What follows belongs to an exercise in optimizing a design on an open flow for a short achievable clock period; a production flow would make more cautious choices.
The RTL was checked by simulation tests, not by an equivalence proof against the original design.
No activity file was given, so power comes from the tool's default toggle rates.

==> job 4599: inputs <==
// viking_core
module viking_core (
    input  wire        clk,
    input  wire        rst,           
    input  wire [31:0] budget,        
    output wire        mem_req,
    output wire        mem_we,
    output wire [14:0] mem_addr,
    output wire [23:0] mem_wdata,
    input  wire [23:0] mem_rdata,
    input  wire        mem_ready,
    output wire        done,
    output wire [23:0] reg_a,
    output wire [23:0] reg_b,
    output wire [14:0] reg_x1,
    output wire [14:0] reg_x2,
    output wire [14:0] reg_x3,
    output wire [14:0] reg_pc,
    output wire        flag_overflow,
    output wire        flag_halted,
    output wire [63:0] cost_cycles,
    output reg         diag_valid,
    output reg  [5:0]  diag_op,
    output reg  [14:0] diag_fa
);
    localparam [5:0] OP_HLT = 6'o00, OP_XEC = 6'o02, OP_STB = 6'o03, OP_STA = 6'o05,
                     OP_ADD = 6'o10, OP_SUB = 6'o11, OP_SKG = 6'o12, OP_SKN = 6'o13,
                     OP_ANA = 6'o15, OP_ORA = 6'o16, OP_ERA = 6'o17,
  ...
==> flow/config.mk <==
export PLATFORM = sky130hd
export DESIGN_NAME = viking_core
export DESIGN_NICKNAME = viking_core
export VERILOG_FILES = /design/flow/design.v
export SDC_FILE = /design/flow/constraint.sdc
export NUM_CORES = 4
export LEC_CHECK = 0
export ABC_CLOCK_PERIOD_IN_PS = 4000
export CAP_MARGIN = 25
export CORE_MARGIN = 2
export CORE_UTILIZATION = 40
export PLACE_DENSITY = 0.6
export SLEW_MARGIN = 35
==> flow/constraint.sdc <==
create_clock -name core_clock -period 12.0 [get_ports {clk}]
set_input_delay 2.4000 -clock core_clock [delete_from_list [all_inputs] [get_ports {clk}]]
set_output_delay 2.4000 -clock core_clock [all_outputs]
set_load 0.01 [all_outputs]
standard.sh (not shown) runs the stock make flow with config.mk's settings and CLKGATE_MAP_FILE= SYNTH_SCRIPT=/design/flow/synth_recipe.tcl, a recipe that flattens the netlist after the stock synthesis.
==> flow/flow/run.sh <==
#!/bin/bash
set -euo pipefail
bash standard.sh SETUP_SLACK_MARGIN=8 finish > standard.log 2>&1
==> job 1375 (differences from job 4599) <==
--- a/flow/design.v
+++ b/flow/design.v
@@ -36,13 +36,18 @@
     localparam integer DIV_CYC = 5;              
     reg [23:0] A, B;
     reg [14:0] X1, X2, X3, PC;
     reg        overflow, halted;
     reg [7:0]  cyc_lo;     
-    reg [55:0] cyc_hi;     
+    reg [55:0] cyc_hi;
     reg [55:0] cyc_hi1;    
     reg [6:0]  cost_q;     
+    reg [6:0]  cn;         
+    reg        as_ea;      
+    reg        cj_z, cj_nz, cj_mi, cj_pl;    
+    reg        we_s;       
+    reg        ws_a, ws_b, ws_pc, ws_x1, ws_x2, ws_x3;    
     reg [33:0] rem;        
     reg        unb;        
     reg [1:0]  state;
     reg        pv;         
     reg        pi;         
@@ -70,10 +75,11 @@
     wire stop5  = !unb && (left_neg || (left_sml && (left[7:0] <= 8'd5)));
     wire stop6  = !unb && (left_neg || (left_sml && (left[7:0] <= 8'd6)));
     wire stop10 = !unb && (left_neg || (left_sml && (left[7:0] <= 8'd10)));
     wire stop28 = !unb && (left_neg || (left_sml && (left[7:0] <= 8'd28)));
     wire stop44 = !unb && (left_neg || (left_sml && (left[7:0] <= 8'd44)));
+    wire stop0  = !unb && (left_neg || (left == 34'd0));
     wire sh_neg = !unb && (left_neg || (left_sml && left_m5[8]));
     wire sh_chk = !unb && !left_neg && left_sml && !left_m5[8] && (left_m5[7:5] == 3'd0);
     wire [5:0] op = ir[23:18];
     wire       ii = ir[17];
     wire [1:0] xs = ir[16:15];
@@ -111,10 +117,19 @@
     wire [6:0] d_exe  = c_sh ? (7'd5 + {2'd0, sh_n}) : c_cj ? 7'd6 :
                         (op == OP_IAB) ? 7'd10 : 7'd5;
     wire stop_exe = halt_x || (c_sh ? (sh_neg || (sh_chk && (left_m5[4:0] <= sh_n))) :
                                c_cj ? stop6 : (op == OP_IAB) ? stop10 : stop5);
     wire end_exe  = k_exe && !xec_go && stop_exe;             
+    wire [5:0] f_op = m[23:18];
+    wire f_wr  = (f_op == OP_STA) || (f_op == OP_STB) || (f_op == OP_JSL) || (f_op == OP_SIX);
+    wire f_mem = f_wr || (f_op == OP_LDA) || (f_op == OP_LDB) || (f_op == OP_ADD) ||
+                 (f_op == OP_SUB) || (f_op == OP_ANA) || (f_op == OP_ORA) || (f_op == OP_ERA) ||
+                 (f_op == OP_MPY) || (f_op == OP_DIV) || (f_op == OP_SKG) || (f_op == OP_SKN) ||
+                 ((f_op == OP_LDX) && (m[16:15] != 2'd0));
+    wire f_ea  = f_mem || (f_op == OP_JPL) || (f_op == OP_JZE) || (f_op == OP_JMI) ||
+                 (f_op == OP_JNZ) || (f_op == OP_JMP) || (f_op == OP_XEC) || (f_op == OP_ARS) ||
+                 (f_op == OP_ALS);
     wire [14:0] ea_s1, ea_s2, ea_s3;
     wire        ea_c1, ea_c2, ea_c3;
     ks_add15 u_ea1 (.a(m[14:0]), .b(X1), .ci(1'b0), .s(ea_s1), .co(ea_c1));
     ks_add15 u_ea2 (.a(m[14:0]), .b(X2), .ci(1'b0), .s(ea_s2), .co(ea_c2));
     ks_add15 u_ea3 (.a(m[14:0]), .b(X3), .ci(1'b0), .s(ea_s3), .co(ea_c3));
@@ -212,28 +227,36 @@
     wire [2:0]  q8;
     wire [4:0]  q32;
     div_r8  u_d8  (.rr({dv_r, dv_lo[22:20]}), .d(dv_d), .r(r8), .q(q8));
     div_r32 u_d32 (.rr({dv_r, dv_lo[22:18]}), .d1(d1), .d2(d2), .d3(dm3), .d4(d4), .d5(dm5), .d6(dm6), .d7(dm7), .d8(d8), .d9(dm9), .d10(dm10), .d11(dm11), .d12(dm12), .d13(dm13), .d14(dm14), .d15(dm15), .d16(d16), .d17(dm17), .d18(dm18), .d19(dm19), .d20(dm20), .d21(dm21), .d22(dm22), .d23(dm23), .d24(dm24), .d25(dm25), .d26(dm26), .d27(dm27), .d28(dm28), .d29(dm29), .d30(dm30), .d31(dm31),
                    .r(r32), .q(q32));
-    wire [8:0]  cost_lo  = {1'b0, cyc_lo} + {2'b00, cost_q};
-    wire [55:0] cost_hi  = cost_lo[8] ? cyc_hi1 : cyc_hi;
-    wire [63:0] cost_sum = {cost_hi, cost_lo[7:0]};
+    always @(*) begin
+        if (k_exe)      cn = xec_go ? 7'd5 : d_exe;
+        else if (k_mem) cn = d_mem;
+        else            cn = 7'd0;
+    end
+    wire [8:0]  cost_lo = {1'b0, cyc_lo} + {2'b00, cn};
+    wire [55:0] cyc_hi2 = cyc_hi1 + 56'd1;
     reg [23:0] wdata;
     always @(*) begin
         case (op)
             OP_STA:  wdata = A;
             OP_STB:  wdata = B;
             OP_JSL:  wdata = {9'd0, PC};
             default: wdata = {9'd0, xsel(xs, X1, X2, X3)};
         endcase
     end
     assign mem_req   = in_run;
-    assign mem_we    = k_mem && c_wr;
-    assign mem_addr  = use_ea ? ea_q : PC;
-    assign mem_wdata = wdata;
+    wire   sel_ea    = as_ea || (cj_z && a_zero) || (cj_nz && !a_zero) || (cj_mi && A[23]) ||
+                       (cj_pl && !A[23] && !a_zero);
+    assign mem_we    = we_s;
+    assign mem_addr  = sel_ea ? ea_q : PC;
+    assign mem_wdata = ({24{ws_a}} & A) | ({24{ws_b}} & B) | ({9'd0, {15{ws_pc}} & PC}) |
+                       ({9'd0, {15{ws_x1}} & X1}) | ({9'd0, {15{ws_x2}} & X2}) |
+                       ({9'd0, {15{ws_x3}} & X3});
     assign done      = (state == S_DONE) && !e_valid;
-    wire hold = !mem_ready && !end_exe;
+    wire hold = !mem_ready;
     always @(posedge clk) begin
         diag_valid <= 1'b0;
         if (rst) begin
             A        <= 24'd0;
             B        <= 24'd0;
@@ -245,10 +268,16 @@
             halted   <= 1'b0;
             cyc_lo   <= 8'd0;
             cyc_hi   <= 56'd0;
             cyc_hi1  <= 56'd1;
             cost_q   <= 7'd0;
+            as_ea    <= 1'b0;
+            cj_z     <= 1'b0;
+            cj_nz    <= 1'b0;
+            cj_mi    <= 1'b0;
+            cj_pl    <= 1'b0;
+            we_s     <= 1'b0;
             rem      <= {2'b00, budget};
             unb      <= (budget == 32'd0);
             state    <= S_RUN;
             pv       <= 1'b0;
             pi       <= 1'b0;
@@ -264,15 +293,11 @@
                 dv_r    <= A[22:0];
                 dv_lo   <= B[22:0];
                 dv_sign <= A[23] ^ m[23];
                 dv_cnt  <= 3'd0;
             end
-            cyc_lo  <= cost_lo[7:0];
-            cyc_hi  <= cost_hi;
-            cyc_hi1 <= cost_hi + 56'd1;
             rem     <= left;
-            cost_q  <= 7'd0;
             e_valid <= 1'b0;
             if (e_valid) begin
                 case (e_op)
                     E_ADD, E_SUB: begin
                         A <= add_res;
@@ -289,15 +314,13 @@
                 endcase
             end
             if (in_run && !hold) begin
                 if (k_exe) begin
                     if (xec_go) begin
-                        cost_q <= 7'd5;
                         depth  <= depth + 4'd1;
                     end else begin
                         depth  <= 4'd0;
-                        cost_q <= d_exe;
                         if (halt_x) halted <= 1'b1;
                         if (c_bad || c_xec) begin
                             diag_valid <= 1'b1;
                             diag_op    <= op;
                             diag_fa    <= fa;
@@ -310,14 +333,22 @@
                             default: ;
                         endcase
                     end
                 end
                 if (k_ind) begin
-                    ea_q <= m[14:0];
-                    pi   <= 1'b1;
+                    ea_q  <= m[14:0];
+                    pi    <= 1'b1;
+                    as_ea <= c_mem || c_jmp || c_xec;
+                    cj_z  <= (op == OP_JZE);
+                    cj_nz <= (op == OP_JNZ);
+                    cj_mi <= (op == OP_JMI);
+                    cj_pl <= (op == OP_JPL);
+                    we_s  <= c_wr;
                 end else if (k_mem) begin
-                    pv <= 1'b0;
+                    pv    <= 1'b0;
+                    as_ea <= 1'b0;
+                    we_s  <= 1'b0;
                     case (op)
                         OP_LDA: A <= m;
                         OP_LDB: B <= m;
                         OP_ANA: A <= A & m;
                         OP_ORA: A <= A | m;
@@ -337,24 +368,50 @@
                     if (op == OP_DIV && !a_ge_m) begin
                         state <= S_DIV;
                     end else begin
                         if (op == OP_DIV) overflow <= 1'b1;
                         depth  <= 4'd0;
-                        cost_q <= d_mem;
                         if (stop_mem) state <= S_DONE;
                     end
                 end else if (end_exe) begin
                     pv    <= 1'b0;
+                    as_ea <= 1'b0;
+                    cj_z  <= 1'b0;
+                    cj_nz <= 1'b0;
+                    cj_mi <= 1'b0;
+                    cj_pl <= 1'b0;
+                    we_s  <= 1'b0;
                     PC    <= c_hlt ? fa : fetch_addr;
                     state <= S_DONE;
                 end else begin
                     ir   <= m;
                     ea_q <= ea0;
                     fa   <= fetch_addr;
                     PC   <= taken ? ea_inc : pc_inc;
                     pv   <= 1'b1;
                     pi   <= 1'b0;
+                    as_ea <= (m[17] && f_ea) || f_mem || (m[23:18] == OP_JMP) ||
+                             (m[23:18] == OP_XEC);
+                    cj_z  <= !m[17] && (m[23:18] == OP_JZE);
+                    cj_nz <= !m[17] && (m[23:18] == OP_JNZ);
+                    cj_mi <= !m[17] && (m[23:18] == OP_JMI);
+                    cj_pl <= !m[17] && (m[23:18] == OP_JPL);
+                    we_s  <= !m[17] && f_wr;
+                    ws_a  <= (m[23:18] == OP_STA);
+                    ws_b  <= (m[23:18] == OP_STB);
+                    ws_pc <= (m[23:18] == OP_JSL);
+                    ws_x1 <= (m[23:18] == OP_SIX) && (m[16:15] == 2'd1);
+                    ws_x2 <= (m[23:18] == OP_SIX) && (m[16:15] == 2'd2);
+                    ws_x3 <= (m[23:18] == OP_SIX) && (m[16:15] == 2'd3);
+                end
+            end
+            cost_q  <= (in_run && hold) ? 7'd0 : cn;
+            if (!(in_run && hold)) begin
+                cyc_lo <= cost_lo[7:0];
+                if (cost_lo[8]) begin
+                    cyc_hi  <= cyc_hi1;
+                    cyc_hi1 <= cyc_hi2;
                 end
             end
             if (state == S_DIV) begin
                 if (dv_cnt == 3'd0) begin
                     dv_r  <= r8;
@@ -392,12 +449,11 @@
                 dv_cnt <= dv_cnt + 3'd1;
                 if (dv_cnt == DIV_CYC - 1) begin
                     e_valid <= 1'b1;
                     e_op    <= E_DIV;
                     depth   <= 4'd0;
-                    cost_q  <= 7'd44;
-                    state   <= stop44 ? S_DONE : S_RUN;
+                    state   <= stop0 ? S_DONE : S_RUN;
                 end
             end
         end
     end
     assign reg_a         = A;
@@ -406,11 +462,11 @@
     assign reg_x2        = X2;
     assign reg_x3        = X3;
     assign reg_pc        = PC;
     assign flag_overflow = overflow;
     assign flag_halted   = halted;
-    assign cost_cycles   = cost_sum;
+    assign cost_cycles   = {cyc_hi, cyc_lo};
 endmodule
 module mul23_pp (input wire [22:0] a, input wire [22:0] b, output wire [225:0] mid);
     wire [24:0] bb = {2'b00, b[22:0]};
     wire neg0 = bb[1] & ~(bb[0] & 1'b0);
     wire one0 = bb[0] ^ 1'b0;
==> flow/flow/run.sh (replaced) <==
#!/bin/bash
set -euo pipefail
bash standard.sh SETUP_SLACK_MARGIN=10 finish > standard.log 2>&1
==> job 2890 (differences from job 4599) <==
--- a/flow/design.v
+++ b/flow/design.v
@@ -36,13 +36,17 @@
     localparam integer DIV_CYC = 5;              
     reg [23:0] A, B;
     reg [14:0] X1, X2, X3, PC;
     reg        overflow, halted;
     reg [7:0]  cyc_lo;     
-    reg [55:0] cyc_hi;     
+    reg [55:0] cyc_hi;
     reg [55:0] cyc_hi1;    
     reg [6:0]  cost_q;     
+    reg [6:0]  cn;         
+    reg        as_ea;      
+    reg        we_s;       
+    reg        ws_a, ws_b, ws_pc, ws_x1, ws_x2, ws_x3;    
     reg [33:0] rem;        
     reg        unb;        
     reg [1:0]  state;
     reg        pv;         
     reg        pi;         
@@ -70,10 +74,11 @@
     wire stop5  = !unb && (left_neg || (left_sml && (left[7:0] <= 8'd5)));
     wire stop6  = !unb && (left_neg || (left_sml && (left[7:0] <= 8'd6)));
     wire stop10 = !unb && (left_neg || (left_sml && (left[7:0] <= 8'd10)));
     wire stop28 = !unb && (left_neg || (left_sml && (left[7:0] <= 8'd28)));
     wire stop44 = !unb && (left_neg || (left_sml && (left[7:0] <= 8'd44)));
+    wire stop0  = !unb && (left_neg || (left == 34'd0));
     wire sh_neg = !unb && (left_neg || (left_sml && left_m5[8]));
     wire sh_chk = !unb && !left_neg && left_sml && !left_m5[8] && (left_m5[7:5] == 3'd0);
     wire [5:0] op = ir[23:18];
     wire       ii = ir[17];
     wire [1:0] xs = ir[16:15];
@@ -111,10 +116,19 @@
     wire [6:0] d_exe  = c_sh ? (7'd5 + {2'd0, sh_n}) : c_cj ? 7'd6 :
                         (op == OP_IAB) ? 7'd10 : 7'd5;
     wire stop_exe = halt_x || (c_sh ? (sh_neg || (sh_chk && (left_m5[4:0] <= sh_n))) :
                                c_cj ? stop6 : (op == OP_IAB) ? stop10 : stop5);
     wire end_exe  = k_exe && !xec_go && stop_exe;             
+    wire [5:0] f_op = m[23:18];
+    wire f_wr  = (f_op == OP_STA) || (f_op == OP_STB) || (f_op == OP_JSL) || (f_op == OP_SIX);
+    wire f_mem = f_wr || (f_op == OP_LDA) || (f_op == OP_LDB) || (f_op == OP_ADD) ||
+                 (f_op == OP_SUB) || (f_op == OP_ANA) || (f_op == OP_ORA) || (f_op == OP_ERA) ||
+                 (f_op == OP_MPY) || (f_op == OP_DIV) || (f_op == OP_SKG) || (f_op == OP_SKN) ||
+                 ((f_op == OP_LDX) && (m[16:15] != 2'd0));
+    wire f_ea  = f_mem || (f_op == OP_JPL) || (f_op == OP_JZE) || (f_op == OP_JMI) ||
+                 (f_op == OP_JNZ) || (f_op == OP_JMP) || (f_op == OP_XEC) || (f_op == OP_ARS) ||
+                 (f_op == OP_ALS);
     wire [14:0] ea_s1, ea_s2, ea_s3;
     wire        ea_c1, ea_c2, ea_c3;
     ks_add15 u_ea1 (.a(m[14:0]), .b(X1), .ci(1'b0), .s(ea_s1), .co(ea_c1));
     ks_add15 u_ea2 (.a(m[14:0]), .b(X2), .ci(1'b0), .s(ea_s2), .co(ea_c2));
     ks_add15 u_ea3 (.a(m[14:0]), .b(X3), .ci(1'b0), .s(ea_s3), .co(ea_c3));
@@ -212,28 +226,35 @@
     wire [2:0]  q8;
     wire [4:0]  q32;
     div_r8  u_d8  (.rr({dv_r, dv_lo[22:20]}), .d(dv_d), .r(r8), .q(q8));
     div_r32 u_d32 (.rr({dv_r, dv_lo[22:18]}), .d1(d1), .d2(d2), .d3(dm3), .d4(d4), .d5(dm5), .d6(dm6), .d7(dm7), .d8(d8), .d9(dm9), .d10(dm10), .d11(dm11), .d12(dm12), .d13(dm13), .d14(dm14), .d15(dm15), .d16(d16), .d17(dm17), .d18(dm18), .d19(dm19), .d20(dm20), .d21(dm21), .d22(dm22), .d23(dm23), .d24(dm24), .d25(dm25), .d26(dm26), .d27(dm27), .d28(dm28), .d29(dm29), .d30(dm30), .d31(dm31),
                    .r(r32), .q(q32));
-    wire [8:0]  cost_lo  = {1'b0, cyc_lo} + {2'b00, cost_q};
-    wire [55:0] cost_hi  = cost_lo[8] ? cyc_hi1 : cyc_hi;
-    wire [63:0] cost_sum = {cost_hi, cost_lo[7:0]};
+    always @(*) begin
+        if (k_exe)      cn = xec_go ? 7'd5 : d_exe;
+        else if (k_mem) cn = d_mem;
+        else            cn = 7'd0;
+    end
+    wire [8:0]  cost_lo = {1'b0, cyc_lo} + {2'b00, cn};
+    wire [55:0] cyc_hi2 = cyc_hi1 + 56'd1;
     reg [23:0] wdata;
     always @(*) begin
         case (op)
             OP_STA:  wdata = A;
             OP_STB:  wdata = B;
             OP_JSL:  wdata = {9'd0, PC};
             default: wdata = {9'd0, xsel(xs, X1, X2, X3)};
         endcase
     end
     assign mem_req   = in_run;
-    assign mem_we    = k_mem && c_wr;
-    assign mem_addr  = use_ea ? ea_q : PC;
-    assign mem_wdata = wdata;
+    wire   sel_ea    = as_ea;
+    assign mem_we    = we_s;
+    assign mem_addr  = sel_ea ? ea_q : PC;
+    assign mem_wdata = ({24{ws_a}} & A) | ({24{ws_b}} & B) | ({9'd0, {15{ws_pc}} & PC}) |
+                       ({9'd0, {15{ws_x1}} & X1}) | ({9'd0, {15{ws_x2}} & X2}) |
+                       ({9'd0, {15{ws_x3}} & X3});
     assign done      = (state == S_DONE) && !e_valid;
-    wire hold = !mem_ready && !end_exe;
+    wire hold = !mem_ready;
     always @(posedge clk) begin
         diag_valid <= 1'b0;
         if (rst) begin
             A        <= 24'd0;
             B        <= 24'd0;
@@ -245,10 +266,12 @@
             halted   <= 1'b0;
             cyc_lo   <= 8'd0;
             cyc_hi   <= 56'd0;
             cyc_hi1  <= 56'd1;
             cost_q   <= 7'd0;
+            as_ea    <= 1'b0;
+            we_s     <= 1'b0;
             rem      <= {2'b00, budget};
             unb      <= (budget == 32'd0);
             state    <= S_RUN;
             pv       <= 1'b0;
             pi       <= 1'b0;
@@ -264,15 +287,11 @@
                 dv_r    <= A[22:0];
                 dv_lo   <= B[22:0];
                 dv_sign <= A[23] ^ m[23];
                 dv_cnt  <= 3'd0;
             end
-            cyc_lo  <= cost_lo[7:0];
-            cyc_hi  <= cost_hi;
-            cyc_hi1 <= cost_hi + 56'd1;
             rem     <= left;
-            cost_q  <= 7'd0;
             e_valid <= 1'b0;
             if (e_valid) begin
                 case (e_op)
                     E_ADD, E_SUB: begin
                         A <= add_res;
@@ -289,15 +308,13 @@
                 endcase
             end
             if (in_run && !hold) begin
                 if (k_exe) begin
                     if (xec_go) begin
-                        cost_q <= 7'd5;
                         depth  <= depth + 4'd1;
                     end else begin
                         depth  <= 4'd0;
-                        cost_q <= d_exe;
                         if (halt_x) halted <= 1'b1;
                         if (c_bad || c_xec) begin
                             diag_valid <= 1'b1;
                             diag_op    <= op;
                             diag_fa    <= fa;
@@ -310,14 +327,18 @@
                             default: ;
                         endcase
                     end
                 end
                 if (k_ind) begin
-                    ea_q <= m[14:0];
-                    pi   <= 1'b1;
+                    ea_q  <= m[14:0];
+                    pi    <= 1'b1;
+                    as_ea <= c_mem || c_jmp || c_xec;
+                    we_s  <= c_wr;
                 end else if (k_mem) begin
-                    pv <= 1'b0;
+                    pv    <= 1'b0;
+                    as_ea <= 1'b0;
+                    we_s  <= 1'b0;
                     case (op)
                         OP_LDA: A <= m;
                         OP_LDB: B <= m;
                         OP_ANA: A <= A & m;
                         OP_ORA: A <= A | m;
@@ -337,24 +358,47 @@
                     if (op == OP_DIV && !a_ge_m) begin
                         state <= S_DIV;
                     end else begin
                         if (op == OP_DIV) overflow <= 1'b1;
                         depth  <= 4'd0;
-                        cost_q <= d_mem;
                         if (stop_mem) state <= S_DONE;
                     end
                 end else if (end_exe) begin
                     pv    <= 1'b0;
+                    as_ea <= 1'b0;
+                    we_s  <= 1'b0;
                     PC    <= c_hlt ? fa : fetch_addr;
                     state <= S_DONE;
+                end else if (k_exe && c_cj && cj_t) begin
+                    pv    <= 1'b0;
+                    as_ea <= 1'b0;
+                    we_s  <= 1'b0;
+                    PC    <= ea_q;
                 end else begin
                     ir   <= m;
                     ea_q <= ea0;
                     fa   <= fetch_addr;
                     PC   <= taken ? ea_inc : pc_inc;
                     pv   <= 1'b1;
                     pi   <= 1'b0;
+                    as_ea <= (m[17] && f_ea) || f_mem || (m[23:18] == OP_JMP) ||
+                             (m[23:18] == OP_XEC);
+                    we_s  <= !m[17] && f_wr;
+                    ws_a  <= (m[23:18] == OP_STA);
+                    ws_b  <= (m[23:18] == OP_STB);
+                    ws_pc <= (m[23:18] == OP_JSL);
+                    ws_x1 <= (m[23:18] == OP_SIX) && (m[16:15] == 2'd1);
+                    ws_x2 <= (m[23:18] == OP_SIX) && (m[16:15] == 2'd2);
+                    ws_x3 <= (m[23:18] == OP_SIX) && (m[16:15] == 2'd3);
+                end
+            end
+            cost_q  <= (in_run && hold) ? 7'd0 : cn;
+            if (!(in_run && hold)) begin
+                cyc_lo <= cost_lo[7:0];
+                if (cost_lo[8]) begin
+                    cyc_hi  <= cyc_hi1;
+                    cyc_hi1 <= cyc_hi2;
                 end
             end
             if (state == S_DIV) begin
                 if (dv_cnt == 3'd0) begin
                     dv_r  <= r8;
@@ -392,12 +436,11 @@
                 dv_cnt <= dv_cnt + 3'd1;
                 if (dv_cnt == DIV_CYC - 1) begin
                     e_valid <= 1'b1;
                     e_op    <= E_DIV;
                     depth   <= 4'd0;
-                    cost_q  <= 7'd44;
-                    state   <= stop44 ? S_DONE : S_RUN;
+                    state   <= stop0 ? S_DONE : S_RUN;
                 end
             end
         end
     end
     assign reg_a         = A;
@@ -406,11 +449,11 @@
     assign reg_x2        = X2;
     assign reg_x3        = X3;
     assign reg_pc        = PC;
     assign flag_overflow = overflow;
     assign flag_halted   = halted;
-    assign cost_cycles   = cost_sum;
+    assign cost_cycles   = {cyc_hi, cyc_lo};
 endmodule
 module mul23_pp (input wire [22:0] a, input wire [22:0] b, output wire [225:0] mid);
     wire [24:0] bb = {2'b00, b[22:0]};
     wire neg0 = bb[1] & ~(bb[0] & 1'b0);
     wire one0 = bb[0] ^ 1'b0;
==> impl_results.md <==
- Global placement routability congestion: 1.06
- Core Box Area: just over 300000 µm²
- Net Sw Frac: 41.7%
- Area after DPL: 132000 µm²
- Fin Hold WS: 450 ps
- Clock power share: 24.6%
- Util after Layout: around 53%
- Final WL: 601 mm
- Routed wl met3: roughly 75 mm
- Status: timing/DRC/antenna clean
The numbers above come from job 2890.

==> impl_results.md <==
- Fin Hold WS: 456 ps
- Finished Layout Cells: 19.7k
- Status: timing/DRC/antenna clean
- Area after DPL: 133000 µm²
- Routed wl met3: 75.2 mm
- Layout clock area frac: just under 3%
- Core Box Area: 306000 µm²
- Util after Layout: 52.4%
- GR peak layer: met2
- Adder-Cell Fraction of Synth Area: 24.0%
- Global placement routability congestion: 1.06
- Clock power share: 27.2%
- P&R area growth vs syn: 30.2%
The numbers above come from job 4599.

==> impl_results.md <==
- Delay-heaviest family, CP: simple AND/OR/NAND/NOR gates
- Die Y: ~560 µm
- # setup viols final: 0
- Util after Layout: 58.2%
- Status: timing/DRC/antenna clean
- Clock power share: approximately 23%
- CTS Buffer Depth: 4
- Main flop type after synthesis: edfxtp_1
- DP Wirelength: between 400 and 500 mm
- Seq power: between 0.004 and 0.005 W
- Placement Setup Slack: 5550 ps
- Fillcell total: 25.5k
- Net Sw Frac: 42.8%
- Core Box Area: 311000 µm²
- EDFF count, synth: 750
- Finished Layout Cells: 20.8k
- Mean area per synthesized cell: between 8 and 9 µm²
- Post-synth top cells: ha_1, inv_1, nand2_1, a21oi_1, nor2_1
- Routed wl met3: 105 mm
- Final WL: 706 mm
The numbers above come from job 1375.

Testbench counts of job 4599, summed over its fixed seeds: clk cycles 221,937.
Testbench counts of job 1375, summed over its fixed seeds: clk cycles 221,937.
Testbench counts of job 2890, summed over its fixed seeds: clk cycles 232,248.

==> afterwards: timing with drivers on the ports <==
The results above use ideal ports. As a check the final layouts listed here were re-extracted and re-timed, cells and wires unchanged.
Step 1 assumes that a clkbuf_16 drives the clock port and a buf_2 every other input.
Step 2 also shifts input and output timing later by t, the mid clock arrival at the registers, as if the neighbouring blocks saw the same clock.
a / b / c = ideal ports / drivers / drivers and shift; a / b = the first two.
| run | t (ns) | setup WS [ns] | latest minus earliest clock arrival (ns) |
|---|---|---|---|
| job 4599 | 0.982 | 5.886 / 5.764 / 5.893 | 0.089 / 0.089 |
| job 1375 | 0.990 | 6.367 / 6.255 / 6.297 | 0.107 / 0.106 |
| job 2890 | 0.982 | 6.599 / 6.599 / 6.279 | 0.049 / 0.049 |
After both steps setup and hold are still met in every run listed. For job 2890, which loses most, drivers alone change the setup slack by 0.000 ns; drivers and shift together by -0.320 ns.
